Context: an optimization exercise on an open-source flow, tuned for small area, a short achievable clock period and few clock cycles. The choices shown serve that exercise and are no tape-out recipe.
The RTL was checked by simulation tests, not by an equivalence proof against the original design.
Power figures rest on the tool's default switching activity, not on a simulated workload.

File: flow/design.v
module ssm2_caf (
    input  wire        clk,
    input  wire        rst,           
    input  wire        bus_valid,
    input  wire        bus_write,
    input  wire [1:0]  bus_size,      
    input  wire [13:0] bus_addr,
    input  wire [31:0] bus_wdata,
    output reg         bus_ack,
    output reg         bus_err,
    output reg  [31:0] bus_rdata
);
    localparam [3:0] C_OK    = 4'd0;
    localparam [3:0] C_BTS   = 4'd1;   
    localparam [3:0] C_AI    = 4'd2;   
    localparam [3:0] C_VOR   = 4'd3;   
    localparam [3:0] C_PI    = 4'd4;   
    localparam [3:0] C_UC    = 4'd5;   
    localparam [3:0] C_NOPKT = 4'd6;   
    localparam [3:0] C_FNA   = 4'd7;   
    localparam [3:0] C_ILL   = 4'd8;   
    localparam [3:0] V_INITRQ = 4'd1;
    localparam [3:0] V_INITRS = 4'd2;
    localparam [3:0] V_RBRQ   = 4'd3;
    localparam [3:0] V_RBRS   = 4'd4;
    localparam [3:0] V_RARQ   = 4'd5;
    localparam [3:0] V_RARS   = 4'd6;
    localparam [3:0] V_WARQ   = 4'd7;
    localparam [3:0] V_WARS   = 4'd8;
    localparam [2:0] S_IDLE  = 3'd0;
    localparam [2:0] S_EXEC  = 3'd1;
    localparam [2:0] S_CLEAR = 3'd2;
    localparam [2:0] S_FILL  = 3'd3;
    localparam [2:0] S_COPY  = 3'd4;
    localparam [2:0] S_SUM   = 3'd5;
    localparam [2:0] S_FIN   = 3'd6;
    function [7:0] cmd_of;   
        input [3:0] v;
        begin
            case (v)
                V_INITRQ: cmd_of = 8'hBF;
                V_INITRS: cmd_of = 8'hFF;
                V_RBRQ:   cmd_of = 8'hA0;
                V_RBRS:   cmd_of = 8'hE0;
                V_RARQ:   cmd_of = 8'hA8;
                V_RARS:   cmd_of = 8'hE8;
                V_WARQ:   cmd_of = 8'hB8;
                V_WARS:   cmd_of = 8'hF8;
                default:  cmd_of = 8'h00;
            endcase
        end
    endfunction
    function [3:0] var_of;   
        input [7:0] c;
        begin
            case (c)
                8'hBF:   var_of = V_INITRQ;
                8'hFF:   var_of = V_INITRS;
                8'hA0:   var_of = V_RBRQ;
                8'hE0:   var_of = V_RBRS;
                8'hA8:   var_of = V_RARQ;
                8'hE8:   var_of = V_RARS;
                8'hB8:   var_of = V_WARQ;
                8'hF8:   var_of = V_WARS;
                default: var_of = 4'd0;
            endcase
        end
    endfunction
    function [8:0] init_totlen;
        input [3:0] v;
        begin
            case (v)
                V_INITRQ: init_totlen = 9'd6;
                V_INITRS: init_totlen = 9'd14;
                V_RBRQ:   init_totlen = 9'd11;
                V_RBRS:   init_totlen = 9'd6;
                V_RARQ:   init_totlen = 9'd7;
                V_RARS:   init_totlen = 9'd6;
                V_WARQ:   init_totlen = 9'd10;
                default:  init_totlen = 9'd7;    
            endcase
        end
    endfunction
    function [5:0] preset;
        input [3:0] v;
        begin
            case (v)
                V_INITRQ: preset = 6'h1C;
                V_INITRS: preset = 6'h10;
                V_RBRQ:   preset = 6'h10;
                V_WARQ:   preset = 6'h10;
                default:  preset = 6'h18;
            endcase
        end
    endfunction
    function sizeok;
        input [3:0] v;
        input [8:0] n;
        begin
            case (v)
                V_INITRQ: sizeok = (n == 9'd6);
                V_INITRS: sizeok = (n >= 9'd14);
                V_RBRQ:   sizeok = (n == 9'd11);
                V_RBRS:   sizeok = (n >= 9'd7);
                V_RARQ:   sizeok = (n >= 9'd10) && ((n - 9'd7) % 9'd3 == 9'd0);
                V_RARS:   sizeok = (n >= 9'd7);
                V_WARQ:   sizeok = (n == 9'd10);
                V_WARS:   sizeok = (n == 9'd7);
                default:  sizeok = 1'b0;
            endcase
        end
    endfunction
    reg [7:0]  pkt [0:259];
    reg [7:0]  stg [0:255];
    reg [8:0]  totlen;
    reg [3:0]  variant;
    reg [5:0]  flags;
    reg [8:0]  buflen;
    reg [6:0]  ra_max;
    reg [31:0] arg0, arg1, res0;
    reg [7:0]  acc;
    reg        busy, ovr, result;
    reg [3:0]  code;
    reg [2:0]  st;
    reg [7:0]  op;        
    reg [3:0]  opvar;     
    reg [8:0]  idx;       
    reg [7:0]  acc8;      
    reg [8:0]  sum_n;     
    reg [8:0]  fill_end;  
    reg [8:0]  cp_off;    
    reg [8:0]  cp_cnt;    
    reg        cp_stg;    
    reg [23:0] cp_val;    
    reg [2:0]  cp_flag;   
    reg        cp_chg;    
    wire in_regs = (bus_addr < 14'h0030);
    wire in_pkt  = (bus_addr >= 14'h1000) && (bus_addr < 14'h1410);
    wire in_stg  = (bus_addr >= 14'h2000) && (bus_addr < 14'h2400);
    wire acc_err = (bus_size != 2'd2) || (bus_addr[1:0] != 2'b00) ||
                   !(in_regs || in_pkt || in_stg);
    wire acc_ok  = bus_valid && !acc_err;
    wire [8:0] pkt_hidx = bus_addr[10:2];    
    wire [7:0] stg_hidx = bus_addr[9:2];     
    wire host_wr     = acc_ok && bus_write && !busy;
    wire host_wr_pkt = host_wr && in_pkt;
    wire host_wr_stg = host_wr && in_stg;
    wire host_wr_cmd = host_wr && in_regs && (bus_addr[5:2] == 4'h0);
    wire [31:0] status_word = {20'd0, code, 8'd0} |
                              {28'd0, (variant != 4'd0), result, ovr, busy};
    reg [31:0] rd_val;
    always @(*) begin
        rd_val = 32'd0;
        if (in_regs) begin
            case (bus_addr[5:2])
                4'h0: rd_val = 32'd0;                   
                4'h1: rd_val = status_word;
                4'h2: rd_val = arg0;
                4'h3: rd_val = arg1;
                4'h4: rd_val = res0;
                4'h5: rd_val = {26'd0, flags};
                4'h6: rd_val = {23'd0, totlen};
                4'h7: rd_val = {28'd0, variant};
                4'h8: rd_val = {23'd0, buflen};
                4'h9: rd_val = {25'd0, ra_max};
                4'hA: rd_val = {24'd0, acc};
                4'hB: rd_val = 32'h53534D32;            
                default: rd_val = 32'd0;
            endcase
        end else if (in_pkt) begin
            rd_val = {24'd0, pkt[pkt_hidx]};
        end else if (in_stg) begin
            rd_val = {24'd0, stg[stg_hidx]};
        end
    end
    always @(posedge clk) begin
        if (rst) begin
            bus_ack   <= 1'b0;
            bus_err   <= 1'b0;
            bus_rdata <= 32'd0;
        end else begin
            bus_ack   <= bus_valid;
            bus_err   <= bus_valid && acc_err;
            bus_rdata <= (acc_ok && !bus_write) ? rd_val : 32'd0;
        end
    end
    wire [7:0] w_opc = bus_wdata[7:0];
    wire [3:0] w_var = bus_wdata[11:8];
    reg        w_legal;
    always @(*) begin
        w_legal = 1'b0;
        if (bus_wdata[31:12] == 20'd0) begin
            if (w_opc == 8'h01)
                w_legal = (w_var != 4'd0) && (w_var <= 4'd8);
            else if (w_var == 4'd0)
                w_legal = ((w_opc >= 8'h02) && (w_opc <= 8'h06)) ||
                          ((w_opc >= 8'h10) && (w_opc <= 8'h19)) ||
                          ((w_opc >= 8'h20) && (w_opc <= 8'h2D));
        end
    end
    reg  [8:0] eng_ridx;
    always @(*) begin
        case (st)
            S_COPY:  eng_ridx = cp_off + idx;
            S_SUM,
            S_FIN:   eng_ridx = idx;
            default: eng_ridx = totlen - 9'd1;    
        endcase
    end
    wire [7:0] eng_rd  = pkt[eng_ridx];
    wire [7:0] stg_rd  = stg[idx[7:0]];
    reg [7:0] cp_byte;
    always @(*) begin
        if (cp_stg)
            cp_byte = stg_rd;
        else if (cp_cnt == 9'd1)
            cp_byte = cp_val[7:0];
        else
            case (idx[1:0])
                2'd0:    cp_byte = cp_val[23:16];
                2'd1:    cp_byte = cp_val[15:8];
                default: cp_byte = cp_val[7:0];
            endcase
    end
    reg        eng_we;
    reg  [8:0] eng_widx;
    reg  [7:0] eng_wdata;
    always @(posedge clk) begin
        if (host_wr_pkt)
            pkt[pkt_hidx] <= bus_wdata[7:0];
        else if (eng_we)
            pkt[eng_widx] <= eng_wdata;
        if (host_wr_stg)
            stg[stg_hidx] <= bus_wdata[7:0];
    end
    wire [8:0] n_dec     = {1'b0, pkt[3]} + 9'd5;
    wire [3:0] v_dec     = var_of(pkt[4]);
    wire [8:0] tl_m1     = totlen - 9'd1;
    wire       is_rbrq   = (variant == V_RBRQ);
    wire       is_warq   = (variant == V_WARQ);
    wire       is_wars   = (variant == V_WARS);
    wire       is_initrs = (variant == V_INITRS);
    wire       is_rarq   = (variant == V_RARQ);
    wire       is_data_rs = (variant == V_RBRS) || (variant == V_RARS);
    wire [8:0] addr_off  = is_rbrq ? 9'd6 : 9'd5;
    wire [8:0] data_off  = is_warq ? 9'd8 : 9'd5;
    wire [7:0] a_b0      = is_rbrq ? pkt[6] : pkt[5];
    wire [7:0] a_b1      = is_rbrq ? pkt[7] : pkt[6];
    wire [7:0] a_b2      = is_rbrq ? pkt[8] : pkt[7];
    wire [7:0] d_b       = is_warq ? pkt[8] : pkt[5];
    wire [8:0] tl_m7     = totlen - 9'd7;
    wire [8:0] datacount = totlen - 9'd6;
    always @(*) begin
        eng_we    = 1'b0;
        eng_widx  = idx;
        eng_wdata = 8'd0;
        case (st)
            S_EXEC: begin
                if (op == 8'h03 && variant != 4'd0 && flags == 6'h1F) begin
                    eng_we    = 1'b1;
                    eng_widx  = 9'd3;
                    eng_wdata = totlen[7:0] - 8'd5;
                end
            end
            S_CLEAR: begin
                eng_we    = 1'b1;
                eng_widx  = idx;
                eng_wdata = (idx == 9'd0) ? 8'h80 :
                            (idx == 9'd4) ? cmd_of(opvar) : 8'h00;
            end
            S_FILL: begin
                eng_we    = 1'b1;
                eng_widx  = idx;
                eng_wdata = 8'h00;
            end
            S_COPY: begin
                eng_we    = 1'b1;
                eng_widx  = cp_off + idx;
                eng_wdata = cp_byte;
            end
            S_FIN: begin
                if (op == 8'h03) begin
                    eng_we    = 1'b1;
                    eng_widx  = sum_n - 9'd1;
                    eng_wdata = acc8;
                end
            end
            default: ;
        endcase
    end
    task start_set;
        input [3:0] c;            
        input [8:0] n_new;        
        input [8:0] off;
        input [8:0] cnt;
        input       from_stg;
        input [23:0] val;
        input [2:0] fl;
        begin
            if (c != C_OK) begin
                code <= c;
                busy <= 1'b0;
                st   <= S_IDLE;
            end else begin
                fill_end <= n_new;
                cp_off   <= off;
                cp_cnt   <= cnt;
                cp_stg   <= from_stg;
                cp_val   <= val;
                cp_flag  <= fl;
                cp_chg   <= (n_new != totlen);
                if (n_new > totlen) begin
                    idx <= totlen;
                    st  <= S_FILL;
                end else begin
                    idx <= 9'd0;
                    st  <= S_COPY;
                end
            end
        end
    endtask
    task finish_op;
        input [3:0] c;
        begin
            code <= c;
            busy <= 1'b0;
            st   <= S_IDLE;
        end
    endtask
    task start_sum;
        input [8:0] n;
        begin
            sum_n <= n;
            idx   <= 9'd0;
            acc8  <= 8'd0;
            st    <= S_SUM;
        end
    endtask
    always @(posedge clk) begin
        if (rst) begin
            totlen   <= 9'd0;
            variant  <= 4'd0;
            flags    <= 6'd0;
            buflen   <= 9'd0;
            ra_max   <= 7'd36;
            arg0     <= 32'd0;
            arg1     <= 32'd0;
            res0     <= 32'd0;
            acc      <= 8'd0;
            busy     <= 1'b0;
            ovr      <= 1'b0;
            result   <= 1'b0;
            code     <= C_OK;
            st       <= S_IDLE;
            op       <= 8'd0;
            opvar    <= 4'd0;
            idx      <= 9'd0;
            acc8     <= 8'd0;
            sum_n    <= 9'd0;
            fill_end <= 9'd0;
            cp_off   <= 9'd0;
            cp_cnt   <= 9'd0;
            cp_stg   <= 1'b0;
            cp_val   <= 24'd0;
            cp_flag  <= 3'd0;
            cp_chg   <= 1'b0;
        end else begin
            if (acc_ok && bus_write && busy)
                ovr <= 1'b1;
            if (host_wr && in_regs) begin
                case (bus_addr[5:2])
                    4'h2: arg0 <= bus_wdata;
                    4'h3: arg1 <= bus_wdata;
                    4'h8: if (bus_wdata <= 32'd260) buflen <= bus_wdata[8:0];
                    4'h9: if (bus_wdata[6:0] >= 7'd1 && bus_wdata[6:0] <= 7'd84)
                              ra_max <= bus_wdata[6:0];
                    default: ;
                endcase
            end
            if (host_wr_cmd) begin
                ovr <= 1'b0;
                if (w_legal) begin
                    busy  <= 1'b1;
                    op    <= w_opc;
                    opvar <= w_var;
                    st    <= S_EXEC;
                end else begin
                    code  <= C_ILL;
                end
            end
            case (st)
                S_EXEC: begin
                    case (op)
                        8'h01: begin
                            idx <= 9'd0;
                            st  <= S_CLEAR;
                        end
                        8'h02: begin
                            if (buflen < 9'd6 || v_dec == 4'd0 || pkt[3] == 8'd0 ||
                                buflen < n_dec) begin
                                variant <= 4'd0;
                                totlen  <= 9'd0;
                                flags   <= 6'd0;
                                res0    <= 32'd0;
                                finish_op((buflen >= 9'd6 && v_dec == 4'd0) ? C_UC : C_BTS);
                            end else begin
                                variant <= v_dec;
                                totlen  <= n_dec;
                                flags   <= 6'h3F;
                                res0    <= {28'd0, v_dec};
                                finish_op(C_OK);
                            end
                        end
                        8'h03: begin
                            if (variant == 4'd0)
                                finish_op(C_NOPKT);
                            else if (flags == 6'h3F) begin
                                res0 <= 32'd0;
                                finish_op(C_OK);
                            end else if (flags == 6'h1F) begin
                                start_sum(totlen);    
                            end else begin
                                res0 <= {27'd0, ~flags[4:0]};
                                finish_op(C_PI);
                            end
                        end
                        8'h04: begin
                            if (variant == 4'd0) begin
                                res0   <= 32'd0;
                                result <= 1'b0;
                                finish_op(C_OK);
                            end else
                                start_sum(totlen);
                        end
                        8'h05: begin
                            if (arg0 < 32'd1 || arg0 > 32'd260)
                                finish_op(C_VOR);
                            else
                                start_sum(arg0[8:0]);
                        end
                        8'h06: begin
                            variant <= 4'd0;
                            totlen  <= 9'd0;
                            flags   <= 6'd0;
                            finish_op(C_OK);
                        end
                        8'h10: start_set(variant == 4'd0 ? C_NOPKT :
                                         arg0 > 32'hFF ? C_VOR : C_OK,
                                         totlen, 9'd1, 9'd1, 1'b0, arg0[23:0], 3'd1);
                        8'h11: start_set(variant == 4'd0 ? C_NOPKT :
                                         arg0 > 32'hFF ? C_VOR : C_OK,
                                         totlen, 9'd2, 9'd1, 1'b0, arg0[23:0], 3'd0);
                        8'h12: start_set(variant == 4'd0 ? C_NOPKT :
                                         !(is_rbrq || is_warq) ? C_FNA :
                                         arg0 > 32'hFFFFFF ? C_VOR :
                                         (addr_off + 9'd3 > tl_m1) ? C_BTS : C_OK,
                                         totlen, addr_off, 9'd3, 1'b0, arg0[23:0], 3'd2);
                        8'h13: start_set(variant == 4'd0 ? C_NOPKT :
                                         !is_rbrq ? C_FNA :
                                         (arg0 < 32'd1 || arg0 > 32'd256) ? C_VOR :
                                         (9'd10 > tl_m1) ? C_BTS : C_OK,
                                         totlen, 9'd9, 9'd1, 1'b0, arg0[23:0] - 24'd1, 3'd3);
                        8'h14: start_set(variant == 4'd0 ? C_NOPKT :
                                         !(is_warq || is_wars) ? C_FNA :
                                         arg0 > 32'hFF ? C_VOR :
                                         (data_off + 9'd1 > tl_m1) ? C_BTS : C_OK,
                                         totlen, data_off, 9'd1, 1'b0, arg0[23:0],
                                         is_warq ? 3'd3 : 3'd2);
                        8'h15: start_set(variant == 4'd0 ? C_NOPKT :
                                         !is_data_rs ? C_FNA :
                                         arg1 == 32'd0 ? C_AI :
                                         arg1 > 32'd254 ? C_VOR : C_OK,
                                         arg1[8:0] + 9'd6, 9'd5, arg1[8:0], 1'b1, 24'd0, 3'd2);
                        8'h16: start_set(variant == 4'd0 ? C_NOPKT :
                                         !is_rarq ? C_FNA :
                                         (arg1 == 32'd0 || arg1 > {25'd0, ra_max}) ? C_VOR : C_OK,
                                         arg1[8:0] * 9'd3 + 9'd7, 9'd6, arg1[8:0] * 9'd3,
                                         1'b1, 24'd0, 3'd2);
                        8'h17: start_set(variant == 4'd0 ? C_NOPKT :
                                         !is_initrs ? C_FNA :
                                         arg1 == 32'd0 ? C_AI :
                                         arg1 != 32'd3 ? C_VOR :
                                         (9'd8 > tl_m1) ? C_BTS : C_OK,
                                         totlen, 9'd5, 9'd3, 1'b1, 24'd0, 3'd2);
                        8'h18: start_set(variant == 4'd0 ? C_NOPKT :
                                         !is_initrs ? C_FNA :
                                         arg1 == 32'd0 ? C_AI :
                                         arg1 != 32'd5 ? C_VOR :
                                         (9'd13 > tl_m1) ? C_BTS : C_OK,
                                         totlen, 9'd8, 9'd5, 1'b1, 24'd0, 3'd3);
                        8'h19: start_set(variant == 4'd0 ? C_NOPKT :
                                         !is_initrs ? C_FNA :
                                         arg1 == 32'd0 ? C_AI :
                                         arg1 > 32'd246 ? C_VOR : C_OK,
                                         arg1[8:0] + 9'd14, 9'd13, arg1[8:0], 1'b1, 24'd0, 3'd4);
                        default: begin
                            if (variant == 4'd0)
                                finish_op(C_NOPKT);
                            else begin
                                case (op)
                                    8'h20: begin res0 <= {24'd0, pkt[1]}; finish_op(C_OK); end
                                    8'h21: begin res0 <= {24'd0, pkt[2]}; finish_op(C_OK); end
                                    8'h22: begin
                                        if (!(is_rbrq || is_warq)) finish_op(C_FNA);
                                        else if (addr_off + 9'd3 > tl_m1) finish_op(C_BTS);
                                        else begin
                                            res0 <= {8'd0, a_b0, a_b1, a_b2};
                                            finish_op(C_OK);
                                        end
                                    end
                                    8'h23: begin
                                        if (!is_rbrq) finish_op(C_FNA);
                                        else if (9'd10 > tl_m1) finish_op(C_BTS);
                                        else begin
                                            res0 <= {24'd0, pkt[9]} + 32'd1;
                                            finish_op(C_OK);
                                        end
                                    end
                                    8'h24: begin
                                        if (!(is_warq || is_wars)) finish_op(C_FNA);
                                        else if (data_off + 9'd1 > tl_m1) finish_op(C_BTS);
                                        else begin
                                            res0 <= {24'd0, d_b};
                                            finish_op(C_OK);
                                        end
                                    end
                                    8'h25: begin
                                        if (!is_data_rs) finish_op(C_FNA);
                                        else begin
                                            res0 <= (totlen >= 9'd7) ? {23'd0, datacount} : 32'd0;
                                            finish_op(C_OK);
                                        end
                                    end
                                    8'h26: begin
                                        if (!is_rarq) finish_op(C_FNA);
                                        else begin
                                            res0 <= (totlen >= 9'd10 && tl_m7 % 9'd3 == 9'd0) ?
                                                    {23'd0, tl_m7 / 9'd3} : 32'd0;
                                            finish_op(C_OK);
                                        end
                                    end
                                    8'h27: begin
                                        if (!is_initrs) finish_op(C_FNA);
                                        else if (9'd8 > tl_m1) finish_op(C_BTS);
                                        else begin
                                            res0 <= {8'd0, pkt[5], pkt[6], pkt[7]};
                                            finish_op(C_OK);
                                        end
                                    end
                                    8'h28: begin
                                        if (!is_initrs) finish_op(C_FNA);
                                        else begin
                                            res0 <= (totlen >= 9'd14) ? {23'd0, totlen - 9'd14} : 32'd0;
                                            finish_op(C_OK);
                                        end
                                    end
                                    8'h29: begin res0 <= {24'd0, pkt[3]}; finish_op(C_OK); end
                                    8'h2A: begin res0 <= {24'd0, pkt[4]}; finish_op(C_OK); end
                                    8'h2B: begin res0 <= {24'd0, eng_rd}; finish_op(C_OK); end
                                    8'h2C: begin res0 <= {15'd0, totlen, eng_rd}; finish_op(C_OK); end
                                    default: begin res0 <= {24'd0, pkt[0]}; finish_op(C_OK); end
                                endcase
                            end
                        end
                    endcase
                end
                S_CLEAR: begin
                    if (idx == 9'd259) begin
                        totlen  <= init_totlen(opvar);
                        flags   <= preset(opvar);
                        variant <= opvar;
                        finish_op(C_OK);
                    end else
                        idx <= idx + 9'd1;
                end
                S_FILL: begin
                    if (idx == fill_end - 9'd1) begin
                        idx <= 9'd0;
                        st  <= S_COPY;
                    end else
                        idx <= idx + 9'd1;
                end
                S_COPY: begin
                    if (eng_rd != cp_byte)
                        cp_chg <= 1'b1;
                    if (idx == cp_cnt - 9'd1) begin
                        totlen         <= fill_end;
                        flags[cp_flag] <= 1'b1;
                        if (cp_chg || eng_rd != cp_byte)
                            flags[5] <= 1'b0;
                        finish_op(C_OK);
                    end else
                        idx <= idx + 9'd1;
                end
                S_SUM: begin
                    if (idx == sum_n - 9'd1)
                        st <= S_FIN;
                    else begin
                        acc8 <= acc8 + eng_rd;
                        idx  <= idx + 9'd1;
                    end
                end
                S_FIN: begin
                    acc <= acc8;
                    case (op)
                        8'h03: begin                     
                            flags <= 6'h3F;
                            res0  <= 32'd0;
                        end
                        8'h04: begin                     
                            res0 <= {25'd0,
                                     sizeok(variant, totlen),
                                     pkt[4] == cmd_of(variant),
                                     eng_rd == acc8,
                                     pkt[1] != pkt[2],
                                     pkt[3] == totlen[7:0] - 8'd5,
                                     pkt[0] == 8'h80,
                                     sizeok(variant, totlen) &&
                                     (pkt[4] == cmd_of(variant)) && (eng_rd == acc8) &&
                                     (pkt[1] != pkt[2]) && (pkt[3] == totlen[7:0] - 8'd5) &&
                                     (pkt[0] == 8'h80)};
                            result <= sizeok(variant, totlen) &&
                                     (pkt[4] == cmd_of(variant)) && (eng_rd == acc8) &&
                                     (pkt[1] != pkt[2]) && (pkt[3] == totlen[7:0] - 8'd5) &&
                                     (pkt[0] == 8'h80);
                        end
                        default: res0 <= {24'd0, acc8};    
                    endcase
                    finish_op(C_OK);
                end
                default: ;
            endcase
        end
    end
endmodule
File: flow/run.sh
#!/bin/bash
# synth_recipe.tcl (not shown) runs the flow's synth.tcl, then flattens the netlist and writes it again
# the make line also repeats each setting of config.mk as NAME=value (left out here)
make -C /OpenROAD-flow-scripts/flow DESIGN_CONFIG=/design/flow/config.mk WORK_HOME=/design/flow/orfs CLKGATE_MAP_FILE= SYNTH_SCRIPT=/design/flow/synth_recipe.tcl finish
File: flow/config.mk
export PLATFORM = sky130hd
export DESIGN_NAME = ssm2_caf
export DESIGN_NICKNAME = ssm2_caf
export VERILOG_FILES = /design/flow/design.v
export SDC_FILE = /design/flow/constraint.sdc
export NUM_CORES = 4
export LEC_CHECK = 0
export CAP_MARGIN = 20
export CORE_MARGIN = 2
export CORE_UTILIZATION = 40
export SLEW_MARGIN = 20
File: flow/constraint.sdc
create_clock -name core_clock -period 10.0 [get_ports {clk}]
set_input_delay 2.0000 -clock core_clock [delete_from_list [all_inputs] [get_ports {clk}]]
set_output_delay 2.0000 -clock core_clock [all_outputs]
set_load 0.01 [all_outputs]
==> run_summary.xml <==
<?xml version="1.0" encoding="UTF-8"?>
<metrics>
  <group name="run_status">
    <metric name="outcome" unit="">timing/DRC/antenna clean</metric>
  </group>
  <group name="placed_design">
    <metric name="hpwl" unit="mm">520</metric>
    <metric name="port_buffers" unit="">85</metric>
    <metric name="final_estimated_routing_congestion_in_global_placement" unit="">0.996</metric>
    <metric name="place_worst_setup_slack" unit="ns">1.33</metric>
  </group>
  <group name="sta">
    <metric name="min_tclk_post_route" unit="ns">9.26</metric>
    <metric name="worst_slew_pin_slew" unit="ns">1.36</metric>
    <metric name="post-route-period-util" unit="%">92.6</metric>
    <metric name="skew" unit="ns">0.103</metric>
    <metric name="setup_violators_final" unit="">0</metric>
    <metric name="post-route-worst-setup-slack" unit="ns">0.740</metric>
    <metric name="slew_violations" unit="">0</metric>
    <metric name="achievable-frequency" unit="MHz">108</metric>
    <metric name="slew_headroom" unit="%">9.38</metric>
    <metric name="grt_setup_unrepaired" unit="">no</metric>
    <metric name="whs" unit="ns">0.457</metric>
    <metric name="hold_viol" unit="">0</metric>
    <metric name="timing.setup.tns" unit="ns">0</metric>
  </group>
  <group name="synth">
    <metric name="gate_count_after_technology_mapping" unit="">12300</metric>
    <metric name="number_of_library_cell_types_mapped_by_synthesis" unit="">113</metric>
    <metric name="area_of_the_mapped_netlist" unit="µm²">220000</metric>
    <metric name="postSynthNetCount" unit="">12400</metric>
    <metric name="synth_ff_type" unit="">sky130_fd_sc_hd__edfxtp_1</metric>
    <metric name="average_cell_area_after_synthesis" unit="µm²">17.9</metric>
    <metric name="ys_ff_latch" unit="">4506</metric>
    <metric name="synth_async_sr_flop_share" unit="%">0</metric>
    <metric name="synth-warning-count" unit="">1</metric>
    <metric name="ys_seq_area_share" unit="%">60.4</metric>
    <metric name="synth_enable_flop_cells" unit="">4224</metric>
  </group>
  <group name="final_layout">
    <metric name="final_layout_size_suffix_gt1_share" unit="%">30.5</metric>
    <metric name="layout.nets" unit="">12400</metric>
    <metric name="final.fill_count" unit="">46200</metric>
    <metric name="area.growth.synth_to_final" unit="%">11.9</metric>
    <metric name="final_common_cell" unit="">sky130_fd_sc_hd__edfxtp_1</metric>
    <metric name="final_cell_mix" unit="">sky130_fd_sc_hd__edfxtp_1, sky130_fd_sc_hd__mux4_2, sky130_fd_sc_hd__nor2_1</metric>
    <metric name="fin_util" unit="%">44.9</metric>
  </group>
  <group name="pwr">
    <metric name="vdd_ir_drop_max" unit="mV">0.157</metric>
    <metric name="power_frac_comb" unit="%">4.9</metric>
    <metric name="sw_frac_of_total" unit="%">22.5</metric>
    <metric name="switching_power" unit="W">0.00921</metric>
    <metric name="pwr_density_cell" unit="nW/µm²">167</metric>
    <metric name="sequentialPowerShare" unit="%">50.2</metric>
    <metric name="p_int" unit="W">0.0318</metric>
    <metric name="fin_total_pwr" unit="W">0.0410</metric>
    <metric name="static-leakage-power" unit="nW">75.2</metric>
    <metric name="share_clk_of_total_power" unit="%">44.8</metric>
  </group>
  <group name="clock_tree">
    <metric name="post_cts_hold_buffer_count" unit="">0</metric>
    <metric name="cts_num_sinks" unit="">4506</metric>
    <metric name="clk_path_buf_depth" unit="">4</metric>
    <metric name="cts_setup_buffers" unit="">0</metric>
    <metric name="tritoncts_buffers" unit="">470</metric>
    <metric name="htree_num_levels" unit="">5</metric>
    <metric name="insertion_delay_to_the_later_sink_of_the_worst_skew_pair" unit="ns">1.08</metric>
    <metric name="clock_tree.root_cell" unit="">sky130_fd_sc_hd__clkbuf_16</metric>
    <metric name="post_cts_resize_count" unit="">0</metric>
    <metric name="clk_pin_slew_worst_paths" unit="ns">0.07</metric>
    <metric name="tritoncts" unit="">built</metric>
  </group>
  <group name="drt">
    <metric name="avgRoutedWirePerCell" unit="µm">38.9</metric>
    <metric name="routed_wl" unit="mm">773</metric>
    <metric name="drtPass1Iterations" unit="">9</metric>
    <metric name="route.detailed.drc" unit="">0</metric>
    <metric name="detailroute.via_count" unit="">134000</metric>
    <metric name="dr.first_iter.drc_count" unit="">21000</metric>
    <metric name="avgViaCountPerCell" unit="">6.74</metric>
    <metric name="antenna_left" unit="">0</metric>
  </group>
  <group name="critical_path">
    <metric name="setup.worst_path.end_class" unit="">flop</metric>
    <metric name="critical_path.max_fanout" unit="">32</metric>
    <metric name="cp_num_buf_inv" unit="">6</metric>
    <metric name="cpPeakStageDelay" unit="ns">0.96</metric>
    <metric name="startpoint_type" unit="">flop</metric>
    <metric name="worst-endpoint-required" unit="ns">10.93</metric>
    <metric name="crit_slowest_cell" unit="">sky130_fd_sc_hd__a221oi_1</metric>
    <metric name="crit_arrival" unit="ns">10.19</metric>
    <metric name="cell_chain_of_the_critical_path" unit="">inv_1 &gt; ha_1 &gt; xor2_1 &gt; buf_4 &gt; inv_1 &gt; a22o_4 &gt; buf_4 &gt; buf_4 &gt; mux2i_1 &gt; mux2i_1 &gt; mux2i_1 &gt; mux2i_1 &gt; mux2i_1 &gt; a221oi_1 &gt; buf_4 &gt; ha_1 &gt; or4_1 &gt; nor4_1 &gt; nand4_1 &gt; mux2i_1 &gt; nand2_1 &gt; o211ai_1 &gt; a41oi_1 &gt; a21oi_1</metric>
    <metric name="cell_class_contributing_the_biggest_share_of_worst_path_delay" unit="">compound AO/OA/AOI/OAI gates</metric>
    <metric name="cp_common_cell" unit="">sky130_fd_sc_hd__mux2i_1</metric>
    <metric name="timing_worst_setup_path_type" unit="">flop to flop</metric>
  </group>
  <group name="hold_path">
    <metric name="hp_class" unit="">flop to flop</metric>
  </group>
  <group name="die">
    <metric name="die_h" unit="µm">745</metric>
    <metric name="i_o_pin_count" unit="">86</metric>
    <metric name="x_dimension_of_the_die" unit="µm">745</metric>
    <metric name="core.rowCount" unit="">272</metric>
    <metric name="die_area" unit="µm²">555000</metric>
    <metric name="floorplan.core_area" unit="µm²">548000</metric>
    <metric name="initial_core_util" unit="%">40.1</metric>
  </group>
  <group name="global_routing">
    <metric name="grt_max_degree" unit="">161</metric>
    <metric name="grt_util_all_layers" unit="%">27.4</metric>
    <metric name="grt_pass1_wl" unit="mm">1070</metric>
    <metric name="first_global_vias" unit="">131000</metric>
    <metric name="overflow" unit="">0</metric>
    <metric name="antenna_found_initial" unit="">61</metric>
  </group>
  <group name="run">
    <metric name="drv_cap" unit="">0</metric>
  </group>
</metrics>
worst reg2reg max path, stage by stage, from the launching register on:
cell and delay [ns]:
sky130_fd_sc_hd__dfxtp_1 0.80, sky130_fd_sc_hd__inv_1 0.38, sky130_fd_sc_hd__ha_1 0.38, sky130_fd_sc_hd__xor2_1 0.17, sky130_fd_sc_hd__buf_4 0.17, sky130_fd_sc_hd__inv_1 0.18
sky130_fd_sc_hd__a22o_4 0.84, sky130_fd_sc_hd__buf_4 0.70, sky130_fd_sc_hd__buf_4 0.47, sky130_fd_sc_hd__mux2i_1 0.15, sky130_fd_sc_hd__mux2i_1 0.19, sky130_fd_sc_hd__mux2i_1 0.18
sky130_fd_sc_hd__mux2i_1 0.56, sky130_fd_sc_hd__mux2i_1 0.17, sky130_fd_sc_hd__a221oi_1 0.96, sky130_fd_sc_hd__buf_4 0.28, sky130_fd_sc_hd__ha_1 0.27, sky130_fd_sc_hd__or4_1 0.57
sky130_fd_sc_hd__nor4_1 0.68, sky130_fd_sc_hd__nand4_1 0.18, sky130_fd_sc_hd__mux2i_1 0.43, sky130_fd_sc_hd__nand2_1 0.10, sky130_fd_sc_hd__o211ai_1 0.12, sky130_fd_sc_hd__a41oi_1 0.07
sky130_fd_sc_hd__a21oi_1 0.20
kinds of logic after synthesis:
| group | count (synthesis) | synth area share, % |
|---|---|---|
| AOI/OAI and AO/OA | 1166 | 3.62 |
| xor gates and xnor gates | 163 | 0.669 |
| adders and majority gates | 118 | 0.681 |
| buffers and inverters | 1079 | 1.92 |
| DFF | 4506 | 60.4 |
| muxes | 3007 | 28.4 |
| and+or+nand+nor | 2223 | 4.41 |
power by group through the flow:
| stage | clock network, W | registers [W] | logic [W] |
|---|---|---|---|
| after detailed placement | 0 | 0.0210 | 0.00200 |
| after floorplan | 0 | 0.0210 | 0.00100 |
| after global placement | 0 | 0.0210 | 0.00198 |
| after CTS | 0.0185 | 0.0206 | 0.00201 |
| final | 0.0184 | 0.0206 | 0.00203 |
| after global routing | 0.0193 | 0.0206 | 0.00207 |
routing by layer:
metal  routed length (µm)  share of wire, %  track usage, %  vias to the layer above
met5                  168             0.022               0                        -
met4                36700               4.8            11.0                       26
met3                90800                12            7.11                     1458
met2               352000                46            41.8                     9194
met1               293000                38            37.7                    71900
li1                     -                 -               -                    51500
per-stage QoR:
stage	std cells	instance area, µm²
finish	19900	246000
detailed placement	19000	229000
global placement	19000	229000
floorplan	12300	220000
CTS	19900	246000
global route	19900	246000
worst paths after layout:
check,startpoint,slack (ns),endpoint,cells after the start
hold / removal,acc[6],0.46,acc[6],2
setup / recovery,totlen[1],0.74,res0[0],24
hold reg to reg,acc[6],0.46,acc[6],2
setup reg to reg,totlen[1],0.74,res0[0],24
state kept, by name (all words and copies together), names as in the netlist, 24 cells and up, named ones only:
name and cells:
stg 2048, bus_rdata 32, res0 24, arg1 32, arg0 32, cp_val 24
pkt 2176
layout make-up:
cell class	count	area, µm²	share of cell area, %
Clock inverter	342	3900	1.59
Sequential cell	4506	133000	53.9
Inverter	105	407	0.166
Antenna cell	30	75.1	0.0306
Clock buffer	544	12200	4.96
Timing Repair Buffer	425	4260	1.73
Multi-Input combinational cell	6677	83200	33.9
Tap cell	7261	9080	3.70
Yosys cell counts (45+ instances only):
cell	instances	area (µm²)
sky130_fd_sc_hd__a211oi_1	91	683
sky130_fd_sc_hd__a21oi_1	286	1430
sky130_fd_sc_hd__a221oi_1	50	438
sky130_fd_sc_hd__a22oi_1	121	908
sky130_fd_sc_hd__a31oi_1	46	288
sky130_fd_sc_hd__and2_1	46	288
sky130_fd_sc_hd__buf_1	224	841
sky130_fd_sc_hd__buf_2	98	490
sky130_fd_sc_hd__clkbuf_1	643	2410
sky130_fd_sc_hd__dfxtp_1	282	5650
sky130_fd_sc_hd__edfxtp_1	4224	127000
sky130_fd_sc_hd__ha_1	113	1410
sky130_fd_sc_hd__inv_1	95	357
sky130_fd_sc_hd__mux2i_1	422	4220
sky130_fd_sc_hd__mux4_2	2567	57800
sky130_fd_sc_hd__nand2_1	685	2570
sky130_fd_sc_hd__nand3_1	164	821
sky130_fd_sc_hd__nor2_1	930	3490
sky130_fd_sc_hd__nor3_1	106	531
sky130_fd_sc_hd__nor4_1	45	282
sky130_fd_sc_hd__o211ai_1	61	458
sky130_fd_sc_hd__o21ai_0	189	946
sky130_fd_sc_hd__xnor2_1	101	885
sky130_fd_sc_hd__xor2_1	59	517
Testbench counts, summed over its fixed seeds: cycles 186,094.

[re-timing with driven ports]
How much do the figures lean on ideal ports? The routed layout below was timed once more, with nothing changed but the port constraints.
Step 1 sets driving cells, clkbuf_16 on the clock port and buf_2 on the other inputs (assumed; they add their load-dependent delay and slew).
Step 2 also shifts input and output timing later by t, the mid clock arrival at the registers, as if the neighbouring blocks saw the same clock.
Slacks: ideal / step 1 / step 2; pairs: ideal / step 1.
t (ns): 1.139
slack for setup (ns): 0.740 / 0.740 / 0.740
slew at the worst register clock pin (ns): 0.07 / 0.07
After both steps setup and hold are still met in this run. For this run, drivers alone change the setup slack by 0.000 ns; drivers and shift together by 0.000 ns.
